From an optimization exercise on the open Yosys and OpenROAD flow, aimed at small area, a short achievable clock period and few clock cycles; shortcuts taken in it are not production practice. Function was checked by simulation only, so behaviour that the tests miss may differ from the original.

File: config.mk
export PLATFORM = sky130hd
export DESIGN_NAME = vpha_hash
export DESIGN_NICKNAME = vpha_hash
export VERILOG_FILES = /design/flow/design.v
export SDC_FILE = /design/flow/constraint.sdc
export NUM_CORES = 4
export LEC_CHECK = 0
export ABC_CLOCK_PERIOD_IN_PS = 3000
export CAP_MARGIN = 20
export CORE_MARGIN = 2
export CORE_UTILIZATION = 60
export CTS_BUF_LIST = sky130_fd_sc_hd__clkbuf_4 sky130_fd_sc_hd__clkbuf_8
export SLEW_MARGIN = 20
export TNS_END_PERCENT = 0
File: constraint.sdc
create_clock -name core_clock -period 12.0 [get_ports {clk}]
set_input_delay 2.4000 -clock core_clock [delete_from_list [all_inputs] [get_ports {clk}]]
set_output_delay 2.4000 -clock core_clock [all_outputs]
set_load 0.01 [all_outputs]
File: design.v
module vpha_hash (
    input  wire         clk,
    input  wire         rst,        
    input  wire         start,      
    input  wire [31:0]  len,        
    output reg          busy,
    output reg          done,
    output wire [31:0]  result,
    output reg          rd_req,
    output wire [31:0]  rd_addr,    
    output wire [5:0]   rd_len,     
    input  wire         rd_ready,
    input  wire         rd_valid,
    input  wire [255:0] rd_data     
);
    reg [31:0]  h;             
    reg [1:0]   m;             
    reg [27:0]  blk;           
    reg [27:0]  rhi;           
    reg [3:0]   llo;           
    reg [2:0]   qlast;         
    reg         nslot;         
    reg         fdone;         
    reg         flast;         
    reg         fin;           
    reg         outst;         
    reg         lds;           
    reg [127:0] buf0, buf1;    
    reg [1:0]   full;          
    reg [4:0]   rlen;          
    reg [2:0]   p;             
    reg         pdone;         
    reg [23:0]  prev;          
    reg [23:0]  x0, x1;        
    reg         xv, xl;        
    assign result  = h;
    assign rd_addr = {blk, 4'd0};
    assign rd_len  = {1'b0, rlen};
    wire [255:0] bufw = {buf1, buf0};
    wire [31:0]  w    = bufw[32*p +: 32];
    wire [7:0] w0 = w[7:0],    w1 = w[15:8],  w2 = w[23:16], w3 = w[31:24];
    wire [7:0] p1 = prev[7:0], p2 = prev[15:8], p3 = prev[23:16];
    reg  [7:0] v0, v1, v2, v3;
    always @(*) begin
        case (m)
            2'd0:    begin v0 = w0; v1 = w1; v2 = w2; v3 = w3; end
            2'd1:    begin v0 = p3; v1 = w0; v2 = w1; v3 = w2; end
            2'd2:    begin v0 = p2; v1 = p3; v2 = w0; v3 = w1; end
            default: begin v0 = p1; v1 = p2; v2 = p3; v3 = w0; end
        endcase
    end
    wire [23:0] x0_n, x1_n;
    wire [31:0] h_n;
    vpha_word_sum  u_ws (.v0(v0), .v1(v1), .v2(v2), .v3(v3), .s0(x0_n), .s1(x1_n));
    vpha_state_sum u_ss (.h(h), .x0(x0), .x1(x1), .s(h_n));
    wire go    = busy & full[p[2]] & ~pdone;        
    wire wlast = fin & (p == qlast);                
    wire       vld    = rd_valid & outst;
    wire       full0a = vld & ~lds | full[0] & ~(go & (p == 3'd3));
    wire       full1a = vld &  lds | full[1] & ~(go & (p == 3'd7));
    wire [2:0] p_a    = go ? p + 3'd1 : p;
    wire       slot_free = nslot ? (~full1a | (p_a[2] & p_a[1]))
                                 : (~full0a | (~p_a[2] & p_a[1]));
    wire       can_req = busy & ~fdone & ~rd_req & (~outst | rd_valid) & slot_free;
    wire       r1     = (rhi == 28'd1);
    wire       r2     = (rhi == 28'd2);
    wire       last   = r1 | (r2 & (llo == 4'd0));    
    always @(posedge clk) begin
        xv <= go & ~rst;
        xl <= wlast;
        x0 <= x0_n;
        x1 <= x1_n;
    end
    always @(posedge clk) begin
        if (vld & ~lds) buf0 <= rd_data[127:0];
        if (vld &  lds) buf1 <= rd_data[127:0];
    end
    always @(posedge clk) begin
        if (rst) begin
            busy   <= 1'b0;
            done   <= 1'b0;
            rd_req <= 1'b0;
            outst  <= 1'b0;
            full   <= 2'b00;
            fdone  <= 1'b1;
            pdone  <= 1'b1;
        end else if (start & ~busy) begin
            done  <= (len == 32'd0);
            busy  <= (len != 32'd0);
            m     <= -len[1:0];
            case (len[1:0])
                2'd0:    h <= 32'h00000001;    
                2'd3:    h <= 32'hBDEF7BDF;    
                2'd2:    h <= 32'hCC520C41;    
                default: h <= 32'hD50AE79F;    
            endcase
            blk   <= 28'd0;
            rhi   <= len[31:4];
            llo   <= len[3:0];
            qlast <= len[4:2] - {2'b00, (len[1:0] == 2'd0)};
            nslot <= 1'b1;
            fin   <= 1'b0;
            full  <= 2'b00;
            p     <= 3'd0;
            pdone <= (len == 32'd0);
            prev  <= 24'd0;
            rd_req <= (len != 32'd0);
            rlen  <= (len[31:4] != 28'd0) ? 5'd16 : {1'b0, len[3:0]};
            lds   <= 1'b0;
            fdone <= (len[31:4] == 28'd0) | ((len[31:4] == 28'd1) & (len[3:0] == 4'd0));
            flast <= (len[31:4] == 28'd0) | ((len[31:4] == 28'd1) & (len[3:0] == 4'd0));
        end else begin
            if (go) begin
                prev <= w[31:8];
                p    <= p + 3'd1;
                if (wlast) pdone <= 1'b1;
            end
            if (xv) begin
                h <= h_n;
                if (xl) begin
                    busy <= 1'b0;
                    done <= 1'b1;
                end
            end
            full <= {full1a, full0a};
            if (vld) begin
                outst <= 1'b0;
                if (flast) fin <= 1'b1;
            end
            if (rd_req & rd_ready) begin
                rd_req <= 1'b0;
                outst  <= 1'b1;
            end
            if (can_req) begin
                rd_req <= 1'b1;
                rlen   <= r1 ? {1'b0, llo} : 5'd16;
                lds    <= nslot;
                nslot  <= ~nslot;
                flast  <= last;
                fdone  <= last;
                blk    <= blk + 28'd1;
                rhi    <= rhi - 28'd1;
            end
        end
    end
endmodule
module vpha_word_sum (
    input  wire [7:0] v0,
    input  wire [7:0] v1,
    input  wire [7:0] v2,
    input  wire [7:0] v3,
    output wire [23:0] s0,
    output wire [23:0] s1
);
    wire t_1 = v1[6] ^ v2[1];
    wire t_2 = v1[6] & v2[1];
    wire t_3 = v0[0] ^ v1[7] ^ v2[2];
    wire t_4 = (v0[0] & v1[7]) | (v0[0] & v2[2]) | (v1[7] & v2[2]);
    wire t_5 = v3[7] ^ ~v0[2];
    wire t_6 = v3[7] & ~v0[2];
    wire t_7 = v0[2] ^ v0[5];
    wire t_8 = v0[2] & v0[5];
    wire t_9 = v1[5] ^ v2[0] ^ v3[5];
    wire t_10 = (v1[5] & v2[0]) | (v1[5] & v3[5]) | (v2[0] & v3[5]);
    wire t_11 = v3[6] ^ ~v0[1] ^ ~v0[6];
    wire t_12 = (v3[6] & ~v0[1]) | (v3[6] & ~v0[6]) | (~v0[1] & ~v0[6]);
    wire t_13 = ~v1[0] ^ ~v2[6];
    wire t_14 = ~v1[0] & ~v2[6];
    wire t_15 = ~v0[7] ^ ~v1[1] ^ ~v2[7];
    wire t_16 = (~v0[7] & ~v1[1]) | (~v0[7] & ~v2[7]) | (~v1[1] & ~v2[7]);
    wire t_17 = t_2 ^ t_5 ^ t_3;
    wire t_18 = (t_2 & t_5) | (t_2 & t_3) | (t_5 & t_3);
    wire t_19 = v0[1] ^ v2[3] ^ ~v0[3];
    wire t_20 = (v0[1] & v2[3]) | (v0[1] & ~v0[3]) | (v2[3] & ~v0[3]);
    wire t_21 = ~v1[2] ^ t_6 ^ t_4;
    wire t_22 = (~v1[2] & t_6) | (~v1[2] & t_4) | (t_6 & t_4);
    wire t_23 = v0[2] ^ v2[4] ^ ~v0[4];
    wire t_24 = (v0[2] & v2[4]) | (v0[2] & ~v0[4]) | (v2[4] & ~v0[4]);
    wire t_25 = v0[0] ^ v0[3] ^ v1[0];
    wire t_26 = (v0[0] & v0[3]) | (v0[0] & v1[0]) | (v0[3] & v1[0]);
    wire t_27 = v2[5] ^ ~v0[5];
    wire t_28 = v2[5] & ~v0[5];
    wire t_29 = v0[1] ^ v0[4] ^ v1[1];
    wire t_30 = (v0[1] & v0[4]) | (v0[1] & v1[1]) | (v0[4] & v1[1]);
    wire t_31 = v2[6] ^ ~v0[6] ^ ~v1[5];
    wire t_32 = (v2[6] & ~v0[6]) | (v2[6] & ~v1[5]) | (~v0[6] & ~v1[5]);
    wire t_33 = v1[2] ^ v2[7] ^ ~v0[0];
    wire t_34 = (v1[2] & v2[7]) | (v1[2] & ~v0[0]) | (v2[7] & ~v0[0]);
    wire t_35 = ~v0[7] ^ ~v1[6] ^ t_7;
    wire t_36 = (~v0[7] & ~v1[6]) | (~v0[7] & t_7) | (~v1[6] & t_7);
    wire t_37 = v0[3] ^ v0[6] ^ v1[3];
    wire t_38 = (v0[3] & v0[6]) | (v0[3] & v1[3]) | (v0[6] & v1[3]);
    wire t_39 = ~v0[1] ^ ~v1[7] ^ t_8;
    wire t_40 = (~v0[1] & ~v1[7]) | (~v0[1] & t_8) | (~v1[7] & t_8);
    wire t_41 = v0[4] ^ v0[7] ^ v1[4];
    wire t_42 = (v0[4] & v0[7]) | (v0[4] & v1[4]) | (v0[7] & v1[4]);
    wire t_43 = v0[0] ^ v0[5];
    wire t_44 = v0[0] & v0[5];
    wire t_45 = v0[1] ^ v0[6];
    wire t_46 = v0[1] & v0[6];
    wire t_47 = v0[2] ^ v0[7];
    wire t_48 = v0[2] & v0[7];
    wire t_49 = v1[0] ^ v3[0];
    wire t_50 = v1[0] & v3[0];
    wire t_51 = v1[1] ^ v3[1] ^ ~v0[1];
    wire t_52 = (v1[1] & v3[1]) | (v1[1] & ~v0[1]) | (v3[1] & ~v0[1]);
    wire t_53 = v1[2] ^ v3[2] ^ ~v0[2];
    wire t_54 = (v1[2] & v3[2]) | (v1[2] & ~v0[2]) | (v3[2] & ~v0[2]);
    wire t_55 = v1[3] ^ v3[3] ^ ~v0[3];
    wire t_56 = (v1[3] & v3[3]) | (v1[3] & ~v0[3]) | (v3[3] & ~v0[3]);
    wire t_57 = v1[4] ^ v3[4] ^ ~v0[4];
    wire t_58 = (v1[4] & v3[4]) | (v1[4] & ~v0[4]) | (v3[4] & ~v0[4]);
    wire t_59 = ~v0[0] ^ ~v0[5] ^ ~v2[5];
    wire t_60 = (~v0[0] & ~v0[5]) | (~v0[0] & ~v2[5]) | (~v0[5] & ~v2[5]);
    wire t_61 = t_1 ^ t_13 ^ t_10;
    wire t_62 = (t_1 & t_13) | (t_1 & t_10) | (t_13 & t_10);
    wire t_63 = t_14 ^ t_12 ^ t_15;
    wire t_64 = (t_14 & t_12) | (t_14 & t_15) | (t_12 & t_15);
    wire t_65 = t_16 ^ t_19 ^ t_18;
    wire t_66 = (t_16 & t_19) | (t_16 & t_18) | (t_19 & t_18);
    wire t_67 = ~v1[3] ^ t_20 ^ t_23;
    wire t_68 = (~v1[3] & t_20) | (~v1[3] & t_23) | (t_20 & t_23);
    wire t_69 = ~v1[4] ^ t_27 ^ t_24;
    wire t_70 = (~v1[4] & t_27) | (~v1[4] & t_24) | (t_27 & t_24);
    wire t_71 = t_28 ^ t_26 ^ t_29;
    wire t_72 = (t_28 & t_26) | (t_28 & t_29) | (t_26 & t_29);
    wire t_73 = t_30 ^ t_32 ^ t_33;
    wire t_74 = (t_30 & t_32) | (t_30 & t_33) | (t_32 & t_33);
    wire t_75 = t_34 ^ t_37 ^ t_39;
    wire t_76 = (t_34 & t_37) | (t_34 & t_39) | (t_37 & t_39);
    wire t_77 = ~v0[2] ^ t_38 ^ t_41;
    wire t_78 = (~v0[2] & t_38) | (~v0[2] & t_41) | (t_38 & t_41);
    wire t_79 = v1[5] ^ ~v0[3] ^ t_43;
    wire t_80 = (v1[5] & ~v0[3]) | (v1[5] & t_43) | (~v0[3] & t_43);
    wire t_81 = v1[6] ^ ~v0[4] ^ t_44;
    wire t_82 = (v1[6] & ~v0[4]) | (v1[6] & t_44) | (~v0[4] & t_44);
    wire t_83 = v1[7] ^ ~v0[5] ^ t_46;
    wire t_84 = (v1[7] & ~v0[5]) | (v1[7] & t_46) | (~v0[5] & t_46);
    wire t_85 = v0[3] ^ ~v0[6];
    wire t_86 = v0[3] & ~v0[6];
    wire t_87 = ~v0[0] ^ ~v2[0];
    wire t_88 = ~v0[0] & ~v2[0];
    wire t_89 = ~v2[1] ^ t_50 ^ t_51;
    wire t_90 = (~v2[1] & t_50) | (~v2[1] & t_51) | (t_50 & t_51);
    wire t_91 = ~v2[2] ^ t_52 ^ t_53;
    wire t_92 = (~v2[2] & t_52) | (~v2[2] & t_53) | (t_52 & t_53);
    wire t_93 = ~v2[3] ^ t_54 ^ t_55;
    wire t_94 = (~v2[3] & t_54) | (~v2[3] & t_55) | (t_54 & t_55);
    wire t_95 = ~v2[4] ^ t_56 ^ t_57;
    wire t_96 = (~v2[4] & t_56) | (~v2[4] & t_57) | (t_56 & t_57);
    wire t_97 = t_58 ^ t_9 ^ t_59;
    wire t_98 = (t_58 & t_9) | (t_58 & t_59) | (t_9 & t_59);
    wire t_99 = t_60 ^ t_11 ^ t_61;
    wire t_100 = (t_60 & t_11) | (t_60 & t_61) | (t_11 & t_61);
    wire t_101 = t_62 ^ t_17 ^ t_63;
    wire t_102 = (t_62 & t_17) | (t_62 & t_63) | (t_17 & t_63);
    wire t_103 = t_21 ^ t_64 ^ t_65;
    wire t_104 = (t_21 & t_64) | (t_21 & t_65) | (t_64 & t_65);
    wire t_105 = t_22 ^ t_67 ^ t_66;
    wire t_106 = (t_22 & t_67) | (t_22 & t_66) | (t_67 & t_66);
    wire t_107 = t_25 ^ t_68 ^ t_69;
    wire t_108 = (t_25 & t_68) | (t_25 & t_69) | (t_68 & t_69);
    wire t_109 = t_31 ^ t_70 ^ t_71;
    wire t_110 = (t_31 & t_70) | (t_31 & t_71) | (t_70 & t_71);
    wire t_111 = t_35 ^ t_72 ^ t_73;
    wire t_112 = (t_35 & t_72) | (t_35 & t_73) | (t_72 & t_73);
    wire t_113 = t_36 ^ t_74 ^ t_75;
    wire t_114 = (t_36 & t_74) | (t_36 & t_75) | (t_74 & t_75);
    wire t_115 = t_40 ^ t_77 ^ t_76;
    wire t_116 = (t_40 & t_77) | (t_40 & t_76) | (t_77 & t_76);
    wire t_117 = t_42 ^ t_79 ^ t_78;
    wire t_118 = (t_42 & t_79) | (t_42 & t_78) | (t_79 & t_78);
    wire t_119 = t_45 ^ t_81 ^ t_80;
    wire t_120 = (t_45 & t_81) | (t_45 & t_80) | (t_81 & t_80);
    wire t_121 = t_47 ^ t_82 ^ t_83;
    wire t_122 = (t_47 & t_82) | (t_47 & t_83) | (t_82 & t_83);
    wire t_123 = t_48 ^ t_85 ^ t_84;
    wire t_124 = (t_48 & t_85) | (t_48 & t_84) | (t_85 & t_84);
    wire t_125 = v0[4] ^ ~v0[7] ^ t_86;
    wire t_126 = (v0[4] & ~v0[7]) | (v0[4] & t_86) | (~v0[7] & t_86);
    assign s0 = {1'b0, v0[7], v0[6], v0[5], t_125, t_123, t_121, t_119, t_117, t_115, t_113, t_111, t_109, t_107, t_105, t_103, t_101, t_99, t_97, t_95, t_93, t_91, t_89, t_49};
    assign s1 = {1'b0, 1'b0, 1'b0, t_126, t_124, t_122, t_120, t_118, t_116, t_114, t_112, t_110, t_108, t_106, t_104, t_102, t_100, t_98, t_96, t_94, t_92, t_90, t_88, t_87};
endmodule
module vpha_state_sum (
    input  wire [31:0] h,
    input  wire [23:0] x0,
    input  wire [23:0] x1,
    output wire [31:0] s
);
    wire t_1 = 1'b1 ^ h[0];
    wire t_2 = 1'b1 & h[0];
    wire t_3 = h[14] ^ h[1];
    wire t_4 = h[14] & h[1];
    wire t_5 = 1'b1 ^ h[15] ^ h[2];
    wire t_6 = (1'b1 & h[15]) | (1'b1 & h[2]) | (h[15] & h[2]);
    wire t_7 = 1'b1 ^ h[16] ^ h[3];
    wire t_8 = (1'b1 & h[16]) | (1'b1 & h[3]) | (h[16] & h[3]);
    wire t_9 = h[17] ^ h[4] ^ x0[17];
    wire t_10 = (h[17] & h[4]) | (h[17] & x0[17]) | (h[4] & x0[17]);
    wire t_11 = h[18] ^ h[5] ^ x0[18];
    wire t_12 = (h[18] & h[5]) | (h[18] & x0[18]) | (h[5] & x0[18]);
    wire t_13 = h[19] ^ h[6] ^ x0[19];
    wire t_14 = (h[19] & h[6]) | (h[19] & x0[19]) | (h[6] & x0[19]);
    wire t_15 = 1'b1 ^ h[0] ^ h[20];
    wire t_16 = (1'b1 & h[0]) | (1'b1 & h[20]) | (h[0] & h[20]);
    wire t_17 = h[7] ^ x0[20] ^ x1[20];
    wire t_18 = (h[7] & x0[20]) | (h[7] & x1[20]) | (x0[20] & x1[20]);
    wire t_19 = 1'b1 ^ h[1] ^ h[21];
    wire t_20 = (1'b1 & h[1]) | (1'b1 & h[21]) | (h[1] & h[21]);
    wire t_21 = h[8] ^ x0[21] ^ x1[21];
    wire t_22 = (h[8] & x0[21]) | (h[8] & x1[21]) | (x0[21] & x1[21]);
    wire t_23 = ~h[10] ^ ~h[14];
    wire t_24 = ~h[10] & ~h[14];
    wire t_25 = 1'b1 ^ h[22] ^ h[2];
    wire t_26 = (1'b1 & h[22]) | (1'b1 & h[2]) | (h[22] & h[2]);
    wire t_27 = h[9] ^ x0[22] ^ x1[22];
    wire t_28 = (h[9] & x0[22]) | (h[9] & x1[22]) | (x0[22] & x1[22]);
    wire t_29 = ~h[11] ^ ~h[15] ^ ~h[5];
    wire t_30 = (~h[11] & ~h[15]) | (~h[11] & ~h[5]) | (~h[15] & ~h[5]);
    wire t_31 = 1'b1 ^ h[10] ^ h[23];
    wire t_32 = (1'b1 & h[10]) | (1'b1 & h[23]) | (h[10] & h[23]);
    wire t_33 = h[3] ^ x0[23] ^ x1[23];
    wire t_34 = (h[3] & x0[23]) | (h[3] & x1[23]) | (x0[23] & x1[23]);
    wire t_35 = ~h[12] ^ ~h[16] ^ ~h[6];
    wire t_36 = (~h[12] & ~h[16]) | (~h[12] & ~h[6]) | (~h[16] & ~h[6]);
    wire t_37 = 1'b1 ^ h[11] ^ h[24];
    wire t_38 = (1'b1 & h[11]) | (1'b1 & h[24]) | (h[11] & h[24]);
    wire t_39 = h[4] ^ ~h[13] ^ ~h[17];
    wire t_40 = (h[4] & ~h[13]) | (h[4] & ~h[17]) | (~h[13] & ~h[17]);
    wire t_41 = 1'b1 ^ h[12] ^ h[25];
    wire t_42 = (1'b1 & h[12]) | (1'b1 & h[25]) | (h[12] & h[25]);
    wire t_43 = h[5] ^ ~h[14];
    wire t_44 = h[5] & ~h[14];
    wire t_45 = 1'b1 ^ h[13] ^ h[26];
    wire t_46 = (1'b1 & h[13]) | (1'b1 & h[26]) | (h[13] & h[26]);
    wire t_47 = h[6] ^ ~h[15];
    wire t_48 = h[6] & ~h[15];
    wire t_49 = 1'b1 ^ h[14] ^ h[27];
    wire t_50 = (1'b1 & h[14]) | (1'b1 & h[27]) | (h[14] & h[27]);
    wire t_51 = h[7] ^ ~h[10];
    wire t_52 = h[7] & ~h[10];
    wire t_53 = 1'b1 ^ h[15] ^ h[28];
    wire t_54 = (1'b1 & h[15]) | (1'b1 & h[28]) | (h[15] & h[28]);
    wire t_55 = h[8] ^ ~h[11];
    wire t_56 = h[8] & ~h[11];
    wire t_57 = 1'b1 ^ h[16] ^ h[29];
    wire t_58 = (1'b1 & h[16]) | (1'b1 & h[29]) | (h[16] & h[29]);
    wire t_59 = h[9] ^ ~h[12];
    wire t_60 = h[9] & ~h[12];
    wire t_61 = 1'b1 ^ h[10] ^ h[17];
    wire t_62 = (1'b1 & h[10]) | (1'b1 & h[17]) | (h[10] & h[17]);
    wire t_63 = h[30] ^ ~h[13];
    wire t_64 = h[30] & ~h[13];
    wire t_65 = 1'b1 ^ h[11] ^ h[18];
    wire t_66 = h[31] ^ ~h[14];
    wire t_67 = 1'b1 ^ h[7];
    wire t_68 = 1'b1 & h[7];
    wire t_69 = h[8] ^ x0[8];
    wire t_70 = h[8] & x0[8];
    wire t_71 = 1'b1 ^ h[9] ^ x0[9];
    wire t_72 = (1'b1 & h[9]) | (1'b1 & x0[9]) | (h[9] & x0[9]);
    wire t_73 = 1'b1 ^ h[10] ^ x0[10];
    wire t_74 = (1'b1 & h[10]) | (1'b1 & x0[10]) | (h[10] & x0[10]);
    wire t_75 = h[11] ^ x0[11] ^ x1[11];
    wire t_76 = (h[11] & x0[11]) | (h[11] & x1[11]) | (x0[11] & x1[11]);
    wire t_77 = 1'b1 ^ h[12] ^ x0[12];
    wire t_78 = (1'b1 & h[12]) | (1'b1 & x0[12]) | (h[12] & x0[12]);
    wire t_79 = x1[12] ^ ~h[1];
    wire t_80 = x1[12] & ~h[1];
    wire t_81 = h[13] ^ x0[13] ^ x1[13];
    wire t_82 = (h[13] & x0[13]) | (h[13] & x1[13]) | (x0[13] & x1[13]);
    wire t_83 = ~h[2] ^ ~h[6] ^ t_1;
    wire t_84 = (~h[2] & ~h[6]) | (~h[2] & t_1) | (~h[6] & t_1);
    wire t_85 = x0[14] ^ x1[14] ^ ~h[3];
    wire t_86 = (x0[14] & x1[14]) | (x0[14] & ~h[3]) | (x1[14] & ~h[3]);
    wire t_87 = ~h[7] ^ t_2 ^ t_3;
    wire t_88 = (~h[7] & t_2) | (~h[7] & t_3) | (t_2 & t_3);
    wire t_89 = x0[15] ^ x1[15] ^ ~h[4];
    wire t_90 = (x0[15] & x1[15]) | (x0[15] & ~h[4]) | (x1[15] & ~h[4]);
    wire t_91 = ~h[8] ^ t_4 ^ t_5;
    wire t_92 = (~h[8] & t_4) | (~h[8] & t_5) | (t_4 & t_5);
    wire t_93 = x0[16] ^ x1[16] ^ ~h[5];
    wire t_94 = (x0[16] & x1[16]) | (x0[16] & ~h[5]) | (x1[16] & ~h[5]);
    wire t_95 = ~h[9] ^ t_6 ^ t_7;
    wire t_96 = (~h[9] & t_6) | (~h[9] & t_7) | (t_6 & t_7);
    wire t_97 = x1[17] ^ ~h[0] ^ ~h[10];
    wire t_98 = (x1[17] & ~h[0]) | (x1[17] & ~h[10]) | (~h[0] & ~h[10]);
    wire t_99 = ~h[6] ^ t_8 ^ t_9;
    wire t_100 = (~h[6] & t_8) | (~h[6] & t_9) | (t_8 & t_9);
    wire t_101 = x1[18] ^ ~h[11] ^ ~h[1];
    wire t_102 = (x1[18] & ~h[11]) | (x1[18] & ~h[1]) | (~h[11] & ~h[1]);
    wire t_103 = ~h[7] ^ t_10 ^ t_11;
    wire t_104 = (~h[7] & t_10) | (~h[7] & t_11) | (t_10 & t_11);
    wire t_105 = x1[19] ^ ~h[12] ^ ~h[2];
    wire t_106 = (x1[19] & ~h[12]) | (x1[19] & ~h[2]) | (~h[12] & ~h[2]);
    wire t_107 = ~h[8] ^ t_12 ^ t_13;
    wire t_108 = (~h[8] & t_12) | (~h[8] & t_13) | (t_12 & t_13);
    wire t_109 = ~h[13] ^ ~h[3] ^ ~h[9];
    wire t_110 = (~h[13] & ~h[3]) | (~h[13] & ~h[9]) | (~h[3] & ~h[9]);
    wire t_111 = t_14 ^ t_15 ^ t_17;
    wire t_112 = (t_14 & t_15) | (t_14 & t_17) | (t_15 & t_17);
    wire t_113 = ~h[4] ^ t_23 ^ t_16;
    wire t_114 = (~h[4] & t_23) | (~h[4] & t_16) | (t_23 & t_16);
    wire t_115 = t_18 ^ t_19 ^ t_21;
    wire t_116 = (t_18 & t_19) | (t_18 & t_21) | (t_19 & t_21);
    wire t_117 = t_24 ^ t_20 ^ t_22;
    wire t_118 = (t_24 & t_20) | (t_24 & t_22) | (t_20 & t_22);
    wire t_119 = t_25 ^ t_27 ^ t_29;
    wire t_120 = (t_25 & t_27) | (t_25 & t_29) | (t_27 & t_29);
    wire t_121 = t_26 ^ t_28 ^ t_30;
    wire t_122 = (t_26 & t_28) | (t_26 & t_30) | (t_28 & t_30);
    wire t_123 = t_31 ^ t_33 ^ t_35;
    wire t_124 = (t_31 & t_33) | (t_31 & t_35) | (t_33 & t_35);
    wire t_125 = ~h[7] ^ t_32 ^ t_34;
    wire t_126 = (~h[7] & t_32) | (~h[7] & t_34) | (t_32 & t_34);
    wire t_127 = t_36 ^ t_37 ^ t_39;
    wire t_128 = (t_36 & t_37) | (t_36 & t_39) | (t_37 & t_39);
    wire t_129 = ~h[18] ^ ~h[8] ^ t_43;
    wire t_130 = (~h[18] & ~h[8]) | (~h[18] & t_43) | (~h[8] & t_43);
    wire t_131 = t_38 ^ t_40 ^ t_41;
    wire t_132 = (t_38 & t_40) | (t_38 & t_41) | (t_40 & t_41);
    wire t_133 = ~h[19] ^ ~h[9] ^ t_44;
    wire t_134 = (~h[19] & ~h[9]) | (~h[19] & t_44) | (~h[9] & t_44);
    wire t_135 = t_47 ^ t_42 ^ t_45;
    wire t_136 = (t_47 & t_42) | (t_47 & t_45) | (t_42 & t_45);
    wire t_137 = ~h[16] ^ ~h[20] ^ t_48;
    wire t_138 = (~h[16] & ~h[20]) | (~h[16] & t_48) | (~h[20] & t_48);
    wire t_139 = t_51 ^ t_46 ^ t_49;
    wire t_140 = (t_51 & t_46) | (t_51 & t_49) | (t_46 & t_49);
    wire t_141 = ~h[17] ^ ~h[21] ^ t_52;
    wire t_142 = (~h[17] & ~h[21]) | (~h[17] & t_52) | (~h[21] & t_52);
    wire t_143 = t_55 ^ t_50 ^ t_53;
    wire t_144 = (t_55 & t_50) | (t_55 & t_53) | (t_50 & t_53);
    wire t_145 = ~h[18] ^ ~h[22] ^ t_56;
    wire t_146 = (~h[18] & ~h[22]) | (~h[18] & t_56) | (~h[22] & t_56);
    wire t_147 = t_59 ^ t_54 ^ t_57;
    wire t_148 = (t_59 & t_54) | (t_59 & t_57) | (t_54 & t_57);
    wire t_149 = ~h[19] ^ ~h[23] ^ t_60;
    wire t_150 = (~h[19] & ~h[23]) | (~h[19] & t_60) | (~h[23] & t_60);
    wire t_151 = t_63 ^ t_58 ^ t_61;
    wire t_152 = (t_63 & t_58) | (t_63 & t_61) | (t_58 & t_61);
    wire t_153 = ~h[20] ^ ~h[24] ^ t_64;
    wire t_154 = t_66 ^ t_62 ^ t_65;
    wire t_155 = 1'b1 ^ h[1];
    wire t_156 = 1'b1 & h[1];
    wire t_157 = h[2] ^ x0[2];
    wire t_158 = h[2] & x0[2];
    wire t_159 = h[3] ^ x0[3];
    wire t_160 = h[3] & x0[3];
    wire t_161 = h[4] ^ x0[4];
    wire t_162 = h[4] & x0[4];
    wire t_163 = 1'b1 ^ h[5] ^ x0[5];
    wire t_164 = (1'b1 & h[5]) | (1'b1 & x0[5]) | (h[5] & x0[5]);
    wire t_165 = 1'b1 ^ h[6] ^ x0[6];
    wire t_166 = (1'b1 & h[6]) | (1'b1 & x0[6]) | (h[6] & x0[6]);
    wire t_167 = x0[7] ^ x1[7] ^ ~h[0];
    wire t_168 = (x0[7] & x1[7]) | (x0[7] & ~h[0]) | (x1[7] & ~h[0]);
    wire t_169 = x1[8] ^ ~h[1] ^ t_68;
    wire t_170 = (x1[8] & ~h[1]) | (x1[8] & t_68) | (~h[1] & t_68);
    wire t_171 = x1[9] ^ ~h[2] ^ t_70;
    wire t_172 = (x1[9] & ~h[2]) | (x1[9] & t_70) | (~h[2] & t_70);
    wire t_173 = x1[10] ^ ~h[3] ^ t_72;
    wire t_174 = (x1[10] & ~h[3]) | (x1[10] & t_72) | (~h[3] & t_72);
    wire t_175 = ~h[0] ^ ~h[4] ^ t_74;
    wire t_176 = (~h[0] & ~h[4]) | (~h[0] & t_74) | (~h[4] & t_74);
    wire t_177 = ~h[5] ^ t_79 ^ t_76;
    wire t_178 = (~h[5] & t_79) | (~h[5] & t_76) | (t_79 & t_76);
    wire t_179 = t_80 ^ t_78 ^ t_81;
    wire t_180 = (t_80 & t_78) | (t_80 & t_81) | (t_78 & t_81);
    wire t_181 = t_82 ^ t_85 ^ t_84;
    wire t_182 = (t_82 & t_85) | (t_82 & t_84) | (t_85 & t_84);
    wire t_183 = t_86 ^ t_89 ^ t_88;
    wire t_184 = (t_86 & t_89) | (t_86 & t_88) | (t_89 & t_88);
    wire t_185 = t_90 ^ t_93 ^ t_92;
    wire t_186 = (t_90 & t_93) | (t_90 & t_92) | (t_93 & t_92);
    wire t_187 = t_94 ^ t_97 ^ t_96;
    wire t_188 = (t_94 & t_97) | (t_94 & t_96) | (t_97 & t_96);
    wire t_189 = t_98 ^ t_101 ^ t_100;
    wire t_190 = (t_98 & t_101) | (t_98 & t_100) | (t_101 & t_100);
    wire t_191 = t_102 ^ t_105 ^ t_104;
    wire t_192 = (t_102 & t_105) | (t_102 & t_104) | (t_105 & t_104);
    wire t_193 = t_106 ^ t_109 ^ t_108;
    wire t_194 = (t_106 & t_109) | (t_106 & t_108) | (t_109 & t_108);
    wire t_195 = t_110 ^ t_112 ^ t_113;
    wire t_196 = (t_110 & t_112) | (t_110 & t_113) | (t_112 & t_113);
    wire t_197 = t_114 ^ t_116 ^ t_117;
    wire t_198 = (t_114 & t_116) | (t_114 & t_117) | (t_116 & t_117);
    wire t_199 = t_118 ^ t_120 ^ t_121;
    wire t_200 = (t_118 & t_120) | (t_118 & t_121) | (t_120 & t_121);
    wire t_201 = t_122 ^ t_125 ^ t_124;
    wire t_202 = (t_122 & t_125) | (t_122 & t_124) | (t_125 & t_124);
    wire t_203 = t_126 ^ t_129 ^ t_128;
    wire t_204 = (t_126 & t_129) | (t_126 & t_128) | (t_129 & t_128);
    wire t_205 = t_133 ^ t_130 ^ t_132;
    wire t_206 = (t_133 & t_130) | (t_133 & t_132) | (t_130 & t_132);
    wire t_207 = t_134 ^ t_137 ^ t_136;
    wire t_208 = (t_134 & t_137) | (t_134 & t_136) | (t_137 & t_136);
    wire t_209 = t_138 ^ t_141 ^ t_140;
    wire t_210 = (t_138 & t_141) | (t_138 & t_140) | (t_141 & t_140);
    wire t_211 = t_142 ^ t_145 ^ t_144;
    wire t_212 = (t_142 & t_145) | (t_142 & t_144) | (t_145 & t_144);
    wire t_213 = t_146 ^ t_149 ^ t_148;
    wire t_214 = (t_146 & t_149) | (t_146 & t_148) | (t_149 & t_148);
    wire t_215 = t_150 ^ t_153 ^ t_152;
    wire t_216 = h[0] ^ x0[0];
    wire t_217 = h[0] & x0[0];
    wire t_218 = x0[1] ^ x1[1] ^ t_155;
    wire t_219 = (x0[1] & x1[1]) | (x0[1] & t_155) | (x1[1] & t_155);
    wire t_220 = x1[2] ^ t_156 ^ t_157;
    wire t_221 = (x1[2] & t_156) | (x1[2] & t_157) | (t_156 & t_157);
    wire t_222 = x1[3] ^ t_158 ^ t_159;
    wire t_223 = (x1[3] & t_158) | (x1[3] & t_159) | (t_158 & t_159);
    wire t_224 = x1[4] ^ t_160 ^ t_161;
    wire t_225 = (x1[4] & t_160) | (x1[4] & t_161) | (t_160 & t_161);
    wire t_226 = x1[5] ^ t_162 ^ t_163;
    wire t_227 = (x1[5] & t_162) | (x1[5] & t_163) | (t_162 & t_163);
    wire t_228 = x1[6] ^ t_164 ^ t_165;
    wire t_229 = (x1[6] & t_164) | (x1[6] & t_165) | (t_164 & t_165);
    wire t_230 = t_67 ^ t_166 ^ t_167;
    wire t_231 = (t_67 & t_166) | (t_67 & t_167) | (t_166 & t_167);
    wire t_232 = t_69 ^ t_168 ^ t_169;
    wire t_233 = (t_69 & t_168) | (t_69 & t_169) | (t_168 & t_169);
    wire t_234 = t_71 ^ t_170 ^ t_171;
    wire t_235 = (t_71 & t_170) | (t_71 & t_171) | (t_170 & t_171);
    wire t_236 = t_73 ^ t_172 ^ t_173;
    wire t_237 = (t_73 & t_172) | (t_73 & t_173) | (t_172 & t_173);
    wire t_238 = t_75 ^ t_174 ^ t_175;
    wire t_239 = (t_75 & t_174) | (t_75 & t_175) | (t_174 & t_175);
    wire t_240 = t_77 ^ t_176 ^ t_177;
    wire t_241 = (t_77 & t_176) | (t_77 & t_177) | (t_176 & t_177);
    wire t_242 = t_83 ^ t_178 ^ t_179;
    wire t_243 = (t_83 & t_178) | (t_83 & t_179) | (t_178 & t_179);
    wire t_244 = t_87 ^ t_180 ^ t_181;
    wire t_245 = (t_87 & t_180) | (t_87 & t_181) | (t_180 & t_181);
    wire t_246 = t_91 ^ t_182 ^ t_183;
    wire t_247 = (t_91 & t_182) | (t_91 & t_183) | (t_182 & t_183);
    wire t_248 = t_95 ^ t_184 ^ t_185;
    wire t_249 = (t_95 & t_184) | (t_95 & t_185) | (t_184 & t_185);
    wire t_250 = t_99 ^ t_186 ^ t_187;
    wire t_251 = (t_99 & t_186) | (t_99 & t_187) | (t_186 & t_187);
    wire t_252 = t_103 ^ t_188 ^ t_189;
    wire t_253 = (t_103 & t_188) | (t_103 & t_189) | (t_188 & t_189);
    wire t_254 = t_107 ^ t_190 ^ t_191;
    wire t_255 = (t_107 & t_190) | (t_107 & t_191) | (t_190 & t_191);
    wire t_256 = t_111 ^ t_192 ^ t_193;
    wire t_257 = (t_111 & t_192) | (t_111 & t_193) | (t_192 & t_193);
    wire t_258 = t_115 ^ t_194 ^ t_195;
    wire t_259 = (t_115 & t_194) | (t_115 & t_195) | (t_194 & t_195);
    wire t_260 = t_119 ^ t_196 ^ t_197;
    wire t_261 = (t_119 & t_196) | (t_119 & t_197) | (t_196 & t_197);
    wire t_262 = t_123 ^ t_198 ^ t_199;
    wire t_263 = (t_123 & t_198) | (t_123 & t_199) | (t_198 & t_199);
    wire t_264 = t_127 ^ t_200 ^ t_201;
    wire t_265 = (t_127 & t_200) | (t_127 & t_201) | (t_200 & t_201);
    wire t_266 = t_131 ^ t_202 ^ t_203;
    wire t_267 = (t_131 & t_202) | (t_131 & t_203) | (t_202 & t_203);
    wire t_268 = t_135 ^ t_204 ^ t_205;
    wire t_269 = (t_135 & t_204) | (t_135 & t_205) | (t_204 & t_205);
    wire t_270 = t_139 ^ t_206 ^ t_207;
    wire t_271 = (t_139 & t_206) | (t_139 & t_207) | (t_206 & t_207);
    wire t_272 = t_143 ^ t_208 ^ t_209;
    wire t_273 = (t_143 & t_208) | (t_143 & t_209) | (t_208 & t_209);
    wire t_274 = t_147 ^ t_210 ^ t_211;
    wire t_275 = (t_147 & t_210) | (t_147 & t_211) | (t_210 & t_211);
    wire t_276 = t_151 ^ t_212 ^ t_213;
    wire t_277 = (t_151 & t_212) | (t_151 & t_213) | (t_212 & t_213);
    wire t_278 = t_154 ^ t_214 ^ t_215;
    assign s = {t_278, t_276, t_274, t_272, t_270, t_268, t_266, t_264, t_262, t_260, t_258, t_256, t_254, t_252, t_250, t_248, t_246, t_244, t_242, t_240, t_238, t_236, t_234, t_232, t_230, t_228, t_226, t_224, t_222, t_220, t_218, x1[0]} + {t_277, t_275, t_273, t_271, t_269, t_267, t_265, t_263, t_261, t_259, t_257, t_255, t_253, t_251, t_249, t_247, t_245, t_243, t_241, t_239, t_237, t_235, t_233, t_231, t_229, t_227, t_225, t_223, t_221, t_219, t_217, t_216};
endmodule
File: flow/run.sh
#!/bin/bash
set -euo pipefail
bash standard.sh SETUP_SLACK_MARGIN=8.5 finish > make_finish.log 2>&1
File: standard.sh
#!/bin/bash
# synth_recipe.tcl (not shown) runs the flow's synth.tcl, then flattens the netlist and writes it again
# the make line also repeats each setting of config.mk as NAME=value (left out here)
make -C /OpenROAD-flow-scripts/flow DESIGN_CONFIG=/design/flow/config.mk WORK_HOME=/design/flow/orfs CLKGATE_MAP_FILE= SYNTH_SCRIPT=/design/flow/synth_recipe.tcl "${@:-finish}"
==> summary.txt <==
Placement
  • Port bufs: 232
  • Post-DP Area: 0.0270 mm^2
  • RePlAce Congestion: 0.899
  • Dpl hpwl: 40000 um

Drt
  • DRC: 0
  • WL/cell: 20.3 um
  • Detailed Route WL: 56800 um
  • Vias post-DR: 15400
  • Iteration-0 DRC Markers: approximately 1000
  • 1st-pass router iterations: 7
  • Drt via density: 5.53
  • Routed Antenna Nets: 0

Clocking
  • Clock-pin slew on the worst setup and hold paths: 0.06 ns
  • CTS tree: built
  • Sink Count: 442
  • Clock root buffer: clkbuf_8
  • Clock Tree Buf Depth: 3
  • H-tree levels: 3
  • CTS buffer count: 72
  • Skew-Pair Late Insertion Delay: ~0.63 ns

Cells and area
  • Finished Cell Area: a little under 0.03 mm^2
  • Filler cell count: 2630
  • Multi-input logic area: around 0.011 mm^2
  • Ratio of cells with drive above 1 in the final layout: 0.173
  • # nets final: about 2700
  • Sequential Area: 0.0127 mm^2
  • Layout area overhead: 22.5%

Synth
  • Cell count after synthesis: 1873
  • Largest family of logic cells by synthesized area: adder cells
  • Number of enable flip-flop cells after synthesis: 388
  • Synth cell types: 60
  • Area share of and/or/nand/nor cells after synthesis: 0.0714
  • Synth warn: 1
  • Avg Cell Area, Syn: around 13 um^2
  • Async SR Flop Fraction: 0
  • Register bit count reported by yosys: 442
  • Mux contribution to synthesized area: 0.0808
  • Compound-Gate Fraction of Synth Area: 0.0598
  • Post-Syn Area: about 0.024 mm^2
  • Synth Area in Adders: 0.172
  • Top_reg_cell synth: edfxtp_1
  • Xor/xnor cell area share of the yosys netlist: 0.0315
  • Post-synthesis sequential area ratio: 0.527

STA
  • Clock period minus worst slack: 4.40 ns
  • Finish-stage setup viols: 0
  • Worst Skew: 0.0234 ns
  • Final hold viol count: 0
  • Final TNS setup: 0 ns
  • Peak Freq: about 230 MHz
  • Least-Margin Pin Slew: 1.01 ns
  • Count of final max-slew check failures: 0
  • Final period util: 0.367
  • RSZ-0062 raised after global routing: true
  • Worst hold slack: 0.473 ns
  • Rel. slew slack: 0.324

Global routing
  • Largest net degree at the start of global routing: 74
  • Initial antenna violation count: 3
  • Vias in the first global route: 16200
  • Gr usage total: 0.277
  • First-pass GRT wire length: 87600 um
  • Grt total ovfl: 0

Floorplanning
  • Die H: 205 um
  • Initial Utilization: 0.608
  • Core area: about 0.040 mm^2
  • Die width: 205 um
  • Placement Rows: 73
  • Die area: approximately 0.042 mm^2
  • I/O Pins: ~370

Critical path
  • CP max-delay cell: fa_1
  • Critical path class: flip-flop to flip-flop
  • CP max FO: 6
  • Startpoint types: flip-flop
  • R2R setup slack: 7.60 ns
  • CP max stage delay: 0.55 ns
  • R2R cell count: 16
  • Worst Setup End Kind: flip-flop
  • Cell depth of the worst setup path: 16
  • CP Cell Sequence: buf_4 > inv_2 > ha_1 > inv_1 > fa_1 > fa_1 > inv_1 > fa_1 > inv_1 > ha_2 > a21oi_1 > o211ai_1 > o31ai_4 > o31a_1 > xnor2_1 > a21oi_1
  • CP Buf/Inv Count: 5
  • Crit path arrival time: between 4 and 5 ns
  • Critical path required time: 12.34 ns
  • Top delay family on crit path: adder cells
  • Crit. Startpoint: h[1]
  • Critical Path Sink: h[31]
  • FF-to-FF Start: h[1]
  • Worst R2R End: h[31]

Status
  • Status: timing/DRC/antenna clean

Min path
  • HP Class: flip-flop to flip-flop

Flow run
  • Max-cap violations: 0
## worst min-delay path by stage
stage,start,end,slack [ns],depth (start not counted)
detailed placement,pdone,pdone,0.46,2
global placement,pdone,pdone,0.45,2
CTS,pdone,pdone,0.48,2
global route,pdone,pdone,0.50,2
floorplan,pdone,pdone,0.44,2
finish,pdone,pdone,0.47,2
## state kept, by name, summed over array words and instances, names as in the netlist, 2 cells and up
name,cells
x1,21
full,2
x0,23
m,2
qlast,3
prev,24
rhi,28
buf0,128
p,3
blk,28
rlen,5
h,32
llo,3
buf1,128
## layer usage
layer	vias up	track usage	share of wire
li1	7173	-	-
met1	7622	0.352	0.39
met2	504	0.459	0.50
met3	129	0.0633	0.066
met4	4	0.124	0.040
met5	-	0	0.00051
## cell type report
| type | instances | share of cell area |
|---|---|---|
| Multi-Input combinational cell | 1077 | 0.355 |
| Timing Repair Buffer | 324 | 0.105 |
| Tap cell | 525 | 0.0222 |
| Antenna cell | 1 | 0.0000845 |
| Clock buffer | 103 | 0.0426 |
| Sequential cell | 442 | 0.430 |
| Clock inverter | 28 | 0.00697 |
| Inverter | 291 | 0.0379 |
## timing repair
action / in CTS / in global routing
endpoints found under the setup margin: 564 / 503
pin swaps: 56 / 10
endpoints found under the hold margin: 0 / 0
gates resized for setup: 126 / 5
setup buffers: 63 / 10
hold buffers: 0 / 0
gates cloned: 3 / 0
## stage by stage
step,utilization,std cells,setup slack [ns]
finish,0.745,2791,7.60
global route,0.745,2791,7.41
CTS,0.742,2780,7.66
detailed placement,0.681,2583,6.66
global placement,0.681,2583,6.67
floorplan,-,1877,6.45
## placed cells by master, fill, tap and decap left out, types with 15 or more instances in the layout
master	n
edfxtp_1	388
inv_1	271
clkdlybuf4s50_1	231
nand2_1	172
fa_1	141
nor2_1	90
clkbuf_8	78
buf_4	78
o21ai_0	77
ha_1	72
mux4_2	64
a21oi_1	58
dfxtp_1	54
xnor2_1	51
xor2_1	36
mux2i_1	29
nand3_1	27
clkbuf_4	25
a21o_1	19
mux2_2	17
ha_4	17
nand4_1	15
a31oi_1	15
## cells in the mapped netlist (all sizes together) (32+ instances only)
library cell	number	area, um^2
nor2	92	345
o21ai	96	484
mux4	64	1440
clkbuf	46	173
ha	92	1150
xnor2	51	447
mux2i	32	320
nand2	174	653
inv	291	1090
dfxtp	54	1080
edfxtp	388	11700
a21oi	68	340
fa	150	3000
xor2	36	315
## kinds of logic (layout without fill, tap and decap cells)
family,Yosys count,count (layout)
xor gates and xnor gates,87,87
DFF,442,442
buffers and inverters,361,746
adders and majority gates,242,242
AOI/OAI and AO/OA,246,246
and+or+nand+nor,381,384
muxes,113,113
other,1,6
## worst reg2reg max path, stage by stage (launching register included)
cell      delay (ns)
edfxtp_1        0.40
buf_4           0.17
inv_2           0.14
ha_1            0.18
inv_1           0.05
fa_1            0.48
fa_1            0.55
inv_1           0.06
fa_1            0.53
inv_1           0.05
ha_2            0.31
a21oi_1         0.31
o211ai_1        0.21
o31ai_4         0.26
o31a_1          0.20
xnor2_1         0.13
a21oi_1         0.09
Testbench counts, summed over its fixed seeds: cycles 23,130.

[re-timing with driven ports]
The flow's constraints put no driver on any port. The routed layout listed below was extracted and timed again, unchanged, in two steps. Step 1, drivers: a clkbuf_16 drives clk and a buf_2 each remaining input, both assumed. Step 2, shift: input delay + t, output delay - t, t = (earliest + latest rising clock arrival at the registers) / 2. This alone moves slack from input paths to output paths. Slacks: ideal / step 1 / step 2; pairs: ideal / step 1.
shift t [ns]: 0.672
setup slack, ns: 7.600 / 7.600 / 6.975
latest minus earliest clock arrival (ns): 0.024 / 0.024
pins driven straight from the clock port: 1
After both steps this run still meets setup and hold. For this run, drivers alone change the setup slack by 0.000 ns; drivers and shift together by -0.625 ns.
